Background: an optimization exercise with open tools, aiming at small area, a short achievable clock period and few clock cycles. Do not read the settings as production practice. Only simulation tests tie the RTL to the original design; equivalence was not proved. Power and IR drop assume default switching activity.

## sla_layer_codec
module sla_layer_codec (
    input  wire        clk,
    input  wire        rst,
    input  wire        cmd_valid,
    output wire        cmd_ready,
    input  wire        cmd_op,        
    input  wire [7:0]  cmd_w,
    input  wire [7:0]  cmd_h,
    input  wire [3:0]  cmd_n,         
    input  wire [19:0] cmd_len,       
    output reg         mem_re,
    output reg         mem_we,
    output reg  [15:0] mem_addr,
    output reg  [7:0]  mem_wdata,
    input  wire [7:0]  mem_rdata,
    output wire        tok_out_valid,
    input  wire        tok_out_ready,
    output wire [7:0]  tok_out_data,
    input  wire        tok_in_valid,
    output wire        tok_in_ready,
    input  wire [7:0]  tok_in_data,
    output wire        done,
    output wire        done_fail,
    output wire [3:0]  done_code,
    output wire [31:0] done_word
);
    localparam [3:0]
        ST_IDLE  = 4'd0,
        ST_MUL   = 4'd1,    
        ST_SRUN  = 4'd2,    
        ST_MSTR  = 4'd4,    
        ST_MRMW  = 4'd5,    
        ST_MCHK  = 4'd6,    
        ST_MGRP  = 4'd7,    
        ST_MTAIL = 4'd8,    
        ST_MSCL  = 4'd9,    
        ST_MSLOW = 4'd10,   
        ST_DONE  = 4'd11;
    reg [3:0]  st;
    reg        op;
    reg        pz;           
    reg [3:0]  nreg;
    reg [2:0]  mcnt;
    reg [15:0] pm1;          
    reg [15:0] idx;
    reg [26:0] pl;           
    reg [26:0] D;            
    reg [19:0] blft;
    reg        blz;
    reg        rfail;
    reg [3:0]  rcode;
    reg        rvalid;       
    reg [3:0]  tg1, tg2;     
  ...
For scale: roughly 2000 cells after synthesis, about 240 flip-flops, ~0.018 sq mm of cells after synthesis.
Settings: LEC_CHECK=0, CAP_MARGIN=20, CORE_MARGIN=2, CORE_UTILIZATION=40, PLACE_DENSITY=0.6, SETUP_SLACK_MARGIN=5, SLEW_MARGIN=20; clock period 10.0 ns.
standard.sh (not shown) runs the stock make flow with config.mk's settings and CLKGATE_MAP_FILE= SYNTH_SCRIPT=/design/flow/synth_recipe.tcl, a recipe that flattens the netlist after the stock synthesis.
==> flow/flow/run.sh <==
#!/bin/bash
# The standard layout (standard.sh: standard synthesis, floorplan, place,
# CTS, route, finish), with the timing repair aiming 6 ns below the clock
# period instead of config.mk's at most 5 ns.  Full tool output: flow.log.
set -euo pipefail
bash standard.sh SETUP_SLACK_MARGIN=6 finish > flow.log 2>&1
Testbench counts at the start, summed over its fixed seeds: cycles 449,462.
Then changed:
--- a/flow/design.v
+++ b/flow/design.v
@@ -29,17 +29,16 @@
         ST_MUL   = 4'd1,    
         ST_SRUN  = 4'd2,    
         ST_MSTR  = 4'd4,    
         ST_MRMW  = 4'd5,    
         ST_MCHK  = 4'd6,    
         ST_MGRP  = 4'd7,    
         ST_MTAIL = 4'd8,    
-        ST_MSCL  = 4'd9,    
-        ST_MSLOW = 4'd10,   
-        ST_DONE  = 4'd11;
+        ST_MSLOW = 4'd9,    
+        ST_DONE  = 4'd10;
     reg [3:0]  st;
     reg        op;
     reg        pz;           
     reg [3:0]  nreg;
     reg [2:0]  mcnt;
     reg [15:0] pm1;          
     reg [15:0] idx;
@@ -129,14 +128,43 @@
             else
                 t_free = tfits;
         end
     end
     wire t_acc    = tok_in_ready && tok_in_valid;
     wire t_from_b = (st == ST_MSTR) && t_free && bv;
     wire t_from_i = (st == ST_MSTR) && t_free && !bv && t_acc;
+    function [4:0] q_lut;
+        input [7:0] n;
+        begin
+            if (n <= 8'd9) q_lut = 5'd28;
+            else if (n <= 8'd10) q_lut = 5'd25;
+            else if (n <= 8'd11) q_lut = 5'd23;
+            else if (n <= 8'd12) q_lut = 5'd21;
+            else if (n <= 8'd13) q_lut = 5'd19;
+            else if (n <= 8'd14) q_lut = 5'd18;
+            else if (n <= 8'd15) q_lut = 5'd17;
+            else if (n <= 8'd17) q_lut = 5'd15;
+            else if (n <= 8'd18) q_lut = 5'd14;
+            else if (n <= 8'd19) q_lut = 5'd13;
+            else if (n <= 8'd21) q_lut = 5'd12;
+            else if (n <= 8'd23) q_lut = 5'd11;
+            else if (n <= 8'd25) q_lut = 5'd10;
+            else if (n <= 8'd28) q_lut = 5'd9;
+            else if (n <= 8'd31) q_lut = 5'd8;
+            else if (n <= 8'd36) q_lut = 5'd7;
+            else if (n <= 8'd42) q_lut = 5'd6;
+            else if (n <= 8'd51) q_lut = 5'd5;
+            else if (n <= 8'd63) q_lut = 5'd4;
+            else if (n <= 8'd85) q_lut = 5'd3;
+            else if (n <= 8'd127) q_lut = 5'd2;
+            else if (n <= 8'd255) q_lut = 5'd1;
+            else q_lut = 5'd0;
+        end
+    endfunction
+    wire [7:0] qdiv = (pl[26:8] != 19'd0) ? 8'd0 : {3'd0, q_lut(pl[7:0])};
     function [7:0] f_lut;
         input [3:0] n;
         input [3:0] c;
         begin
             case ({n, c})
             8'h10: f_lut = 8'd0;
             8'h11: f_lut = 8'd255;
@@ -182,16 +210,15 @@
             8'h86: f_lut = 8'd186;
             8'h87: f_lut = 8'd217;
             8'h88: f_lut = 8'd248;
             default: f_lut = 8'd0;
             endcase
         end
     endfunction
-    wire [3:0] cnt_sel = cnt[{idx[2:0], 2'b00} +: 4]
-                         + {3'd0, rvalid && mem_rdata[idx[2:0]]};
+    wire [3:0] cnt_sel = cnt[{idx[2:0], 2'b00} +: 4];
     wire [7:0] gval    = fin ? f_lut(pl[3:0], cnt_sel) : {4'd0, cnt_sel};
     wire [3:0] gmax    = fin ? (pl[3:0] - 4'd1) : 4'd7;    
     always @(posedge clk) begin
         if (rst) begin
             st            <= ST_IDLE;
             mem_re        <= 1'b0;
             mem_we        <= 1'b0;
@@ -403,15 +430,15 @@
                     end else if (pl == 27'd0) begin
                         rfail <= 1'b1;
                         rcode <= 4'd13;
                         st    <= ST_DONE;
                     end else begin
                         D    <= pl;
                         if (conv)
-                            st <= ST_MSCL;
+                            st <= ST_MSLOW;
                         else
                             st <= ST_MGRP;
                     end
                 end
                 ST_MGRP: begin
                     if (rvalid) begin
                         for (k = 0; k < 8; k = k + 1)
@@ -435,15 +462,16 @@
                                     ph       <= 2'd1;
                                 end else begin
                                     idx[2:0] <= idx[2:0] + 3'd1;
                                 end
                             end
                         end
                         2'd1: begin
-                            ph <= 2'd2;
+                            if (rvalid && !mem_re)
+                                ph <= 2'd2;
                         end
                         default: begin
                             mem_we    <= 1'b1;
                             mem_addr  <= idx;
                             mem_wdata <= gval;
                             if (idx[2:0] == 3'd7) begin
                                 cnt <= 32'd0;
@@ -486,30 +514,14 @@
                             if (idx_last)
                                 st <= ST_DONE;
                             else
                                 idx <= idx_inc[15:0];
                         end
                     endcase
                 end
-                ST_MSCL: begin
-                    if (ph == 2'd0) begin
-                        cnt[7:0]  <= 8'd0;
-                        cnt[15:8] <= 8'd255;
-                        if (pl[26:8] != 19'd0)
-                            st <= ST_MSLOW;
-                        else
-                            ph <= 2'd1;
-                    end else if (cnt[15:8] >= pl[7:0]) begin
-                        cnt[15:8] <= cnt[15:8] - pl[7:0];
-                        cnt[7:0]  <= cnt[7:0] + 8'd1;
-                    end else begin
-                        ph <= 2'd0;
-                        st <= ST_MSLOW;
-                    end
-                end
                 ST_MSLOW: begin
                     case (ph)
                         2'd0: begin
                             mem_re   <= 1'b1;
                             mem_addr <= idx;
                             ph       <= 2'd1;
                         end
@@ -519,15 +531,15 @@
                                 cnt[15:8]  <= 8'd0;
                                 ph         <= 2'd2;
                             end
                         end
                         default: begin
                             if (cnt[23:16] != 8'd0) begin
                                 cnt[23:16] <= cnt[23:16] - 8'd1;
-                                cnt[15:8]  <= cnt[15:8] + cnt[7:0];
+                                cnt[15:8]  <= cnt[15:8] + qdiv;
                             end else begin
                                 mem_we    <= 1'b1;
                                 mem_addr  <= idx;
                                 mem_wdata <= cnt[15:8];
                                 ph        <= 2'd0;
                                 if (idx_last)
                                     st <= ST_DONE;
Outcome: The new run went through all stages and came out clean; worst hold slack gains 0.018 ns; setup slack gains 0.36 ns; routed wire length came out lower by 6.4%; design area came out lower by 5.3%; power came out lower by 2.9%; synthesized cell count came out lower by 5.5%; final cell count came out lower by 5.2%; critical path depth is unchanged; first-iteration DRC count came out lower by 6.6%; global-route usage came out lower by 1.3 points; non-clock buffer count came out lower by 23.
Testbench counts after the change, summed over its fixed seeds: cycles 459,153.

* * *

## quartz
sla_layer_codec, a different RTL version from the one above (not shown whole).
For scale: roughly 250 flip-flops, roughly 140 I/O pins, roughly 18,000 um2 of cells after synthesis.
Settings: LEC_CHECK=0, CAP_MARGIN=20, CORE_MARGIN=2, CORE_UTILIZATION=40, PLACE_DENSITY=0.6, SETUP_SLACK_MARGIN=5, SLEW_MARGIN=20; clock period 10.0 ns.
==> flow/flow/run.sh <==
#!/bin/bash
# The standard layout (standard.sh: standard synthesis, floorplan, place,
# CTS, route, finish), with the timing repair aiming 6.5 ns below the clock
# period instead of config.mk's at most 5 ns.  Full tool output: flow.log.
set -euo pipefail
bash standard.sh SETUP_SLACK_MARGIN=6.5 finish > flow.log 2>&1
quartz ended with every stage complete and zero timing, DRC or antenna violations.
Testbench counts of quartz, summed over its fixed seeds: cycles 457,048.
Setup changes, quartz to xenon
--- a/flow/design.v
+++ b/flow/design.v
@@ -43,25 +43,24 @@
     reg [2:0]  mcnt;
     reg [15:0] pm1;          
     reg [15:0] idx;
     reg [26:0] pl;           
     reg [26:0] D;            
     reg [19:0] blft;
     reg        blz;
     reg        rfail;
     reg [3:0]  rcode;
     reg        rvalid;       
     reg [3:0]  tg1, tg2;     
     reg [3:0]  fb, fl;       
-    reg        lb;           
     reg [2:0]  fcnt;
     reg        cur;
     reg [6:0]  pend;
     reg        pz0, p125;    
     reg        sfl;          
     reg [3:0]  cpl;          
     reg        tv;
     reg [6:0]  trem;
     reg        tvalid;
     reg        newtok;
     reg [7:0]  bdat;         
     reg        bv;
@@ -86,27 +85,27 @@
             default: rbit = (mem_rdata[7:4] >= {tg2[2:0], 1'b1});
         endcase
     end
     wire [8:0]  mul_sum  = {1'b0, pm1[15:8]} + (pm1[0] ? {1'b0, D[7:0]} : 9'd0);
     wire        lastg    = (idx[15:3] == pm1[15:3]);    
     wire        has_tail = (pm1[2:0] != 3'd7);          
     wire [16:0] idx_inc  = {1'b0, idx} + 17'd1;
     wire        idx_last = lastg && (idx[2:0] == pm1[2:0]);
     wire        rd_more  = (pl[3:0] != nreg);
     wire [2:0]  credit   = fcnt + {2'd0, rvalid} + {2'd0, mem_re};
     wire        s_issue  = f_srun && rd_more && (credit <= 3'd3);
     wire hv = (fcnt != 3'd0);
-    wire hb = fb[0];         
+    wire hb = fb[0];
     wire hl = fl[0];
-    wire s_ext = pz0 || (!hb && !p125);
+    wire s_ext = pz0 || (hb == cur && !p125);
     assign tok_out_valid = f_srun && (sfl || (hv && !s_ext));
     assign tok_out_data  = {cur, pend};
     wire s_take = tok_out_valid && tok_out_ready;
     wire s_pop  = f_srun && hv && (sfl ? tok_out_ready : (s_ext || tok_out_ready));
     wire s_push = f_srun && rvalid;
     wire [2:0]  pos     = idx[2:0];
     wire [7:0]  tend    = {1'b0, trem} + {5'd0, pos};   
     wire        gdone   = (tend[7:3] != 5'd0);         
     wire        tlast   = (tend <= 8'd8);              
     wire        in_tail = lastg && has_tail;
     wire        pl_hi   = (pl[26:3] != 24'd0);       
     wire        bitwise = in_tail || conv;
@@ -265,26 +264,24 @@
                         st     <= ST_MUL;
                         f_idle <= 1'b0;
                     end
                 end
                 ST_MUL: begin
                     pm1  <= {mul_sum, pm1[7:1]};
                     mcnt <= mcnt + 3'd1;
                     if (mcnt == 3'd7) begin
                         D      <= 27'd0;
                         fcnt   <= 3'd0;
                         sfl    <= 1'b0;
                         pend   <= 7'd0;
-                        cur    <= 1'b0;
-                        lb     <= 1'b0;
                         pz0    <= 1'b1;
                         p125   <= 1'b0;
                         cpl    <= 4'd0;
                         tvalid <= 1'b0;
                         newtok <= 1'b0;
                         bv     <= 1'b0;
                         conv   <= 1'b0;
                         fin    <= 1'b0;
                         ph     <= 2'd0;
                         cnt    <= 32'd0;
                         if (op) begin
                             st <= ST_MSTR;
@@ -308,59 +305,58 @@
                         if (idx_last) begin
                             idx <= 16'd0;
                             pl  <= pl + 27'd1;
                         end else begin
                             idx <= idx_inc[15:0];
                         end
                     end
                     if (s_pop) begin
                         fb <= {1'b0, fb[3:1]};
                         fl <= {1'b0, fl[3:1]};
                     end
                     if (s_push) begin
-                        fb[fcnt - {2'd0, s_pop}] <= rbit ^ lb;
-                        lb <= rbit;
+                        fb[fcnt - {2'd0, s_pop}] <= rbit;
                         fl[fcnt - {2'd0, s_pop}] <= tg2[3];
                     end
                     fcnt <= fcnt + {2'd0, s_push} - {2'd0, s_pop};
                     if (s_take)
                         D <= D + 27'd1;
                     if (sfl) begin
                         if (tok_out_ready) begin
                             cpl <= cpl + 4'd1;
                             if (cpl + 4'd1 == nreg) begin
                                 st     <= ST_DONE;
                                 f_srun <= 1'b0;
                             end
                             if (hv) begin
-                                cur  <= cur ^ hb;
+                                cur  <= hb;
                                 pend <= 7'd1;
                                 pz0  <= 1'b0;
                                 p125 <= 1'b0;
                                 sfl  <= hl;
                             end else begin
                                 pend <= 7'd0;
                                 pz0  <= 1'b1;
                                 p125 <= 1'b0;
                                 sfl  <= 1'b0;
                             end
                         end
                     end else if (s_pop) begin
                         sfl <= hl;
                         pz0  <= 1'b0;
                         p125 <= s_ext && !pz0 && (pend == 7'd124);
                         if (s_ext && !pz0) begin
                             pend <= pend + 7'd1;
                         end else begin
-                            cur  <= cur ^ hb;
+                            cur  <= hb;
                             pend <= 7'd1;
                         end
                     end
                 end
                 ST_MSTR: begin
                     if (t_acc) begin
                         blft <= blft - 20'd1;
                         blz  <= (blft == 20'd1);
                     end
                     if (t_acc && !t_from_i) begin
                         bdat <= tok_in_data;
                         bv   <= 1'b1;
## What came out
Having completed the whole flow, xenon delivered a layout that passed the timing, design-rule and antenna checks. Taking quartz as the reference, in xenon total length of routed met2 wires rose by 0.47%, final cell count without fillers lost 0.44%. The count of clock-buffer cells in the layout in xenon sits 10 above the value recorded for quartz. Total power for xenon: 14% up relative to quartz. In the reports for quartz and xenon, the larger post-synthesis register bit count belongs to quartz. Compared with quartz, in xenon combined area of the multi-input logic cells has decreased; maximum frequency -about 4%; sequential fraction of design power shows a reduction of 1.5 points; time the worst path needs with I/O delays and setup went up 150 ps; count of vias placed by the detailed router went down 57. In xenon the floorplan die height turned out about 0.37% lower than in quartz. Of the two candidates, quartz has the worse standard cell core area and xenon the better one.
Testbench counts of xenon, summed over its fixed seeds: cycles 457,048.

static timing again, ports no longer ideal:
No port has a modelled driver above. Below, the same layouts with a new extraction and two added sets of constraints.
Step 1 sets driving cells, clkbuf_16 on the clock port and buf_2 on the other inputs (assumed; they add their load-dependent delay and slew).
Step 2, shift: input delay + t, output delay - t, t = (earliest + latest rising clock arrival at the registers) / 2. This alone moves slack from input paths to output paths.
a / b / c = no drivers / after step 1 / after step 2; a / b = the first two.
| run | t, ns | setup slack, ns | worst setup path after step 2 |
|---|---|---|---|
| the first run of note 1 | 0.647 | 5.609 / 5.604 / 4.957 | input to register |
| the second run of note 1 | 0.618 | 5.964 / 5.964 / 5.499 | input to register |
| quartz | 0.639 | 6.364 / 6.306 / 5.953 | input to register |
| xenon | 0.642 | 6.219 / 6.163 / 5.932 | input to register |
After both steps every run listed still meets setup and hold. For the first run of note 1, which loses most, drivers alone change the setup slack by -0.005 ns; drivers and shift together by -0.652 ns.
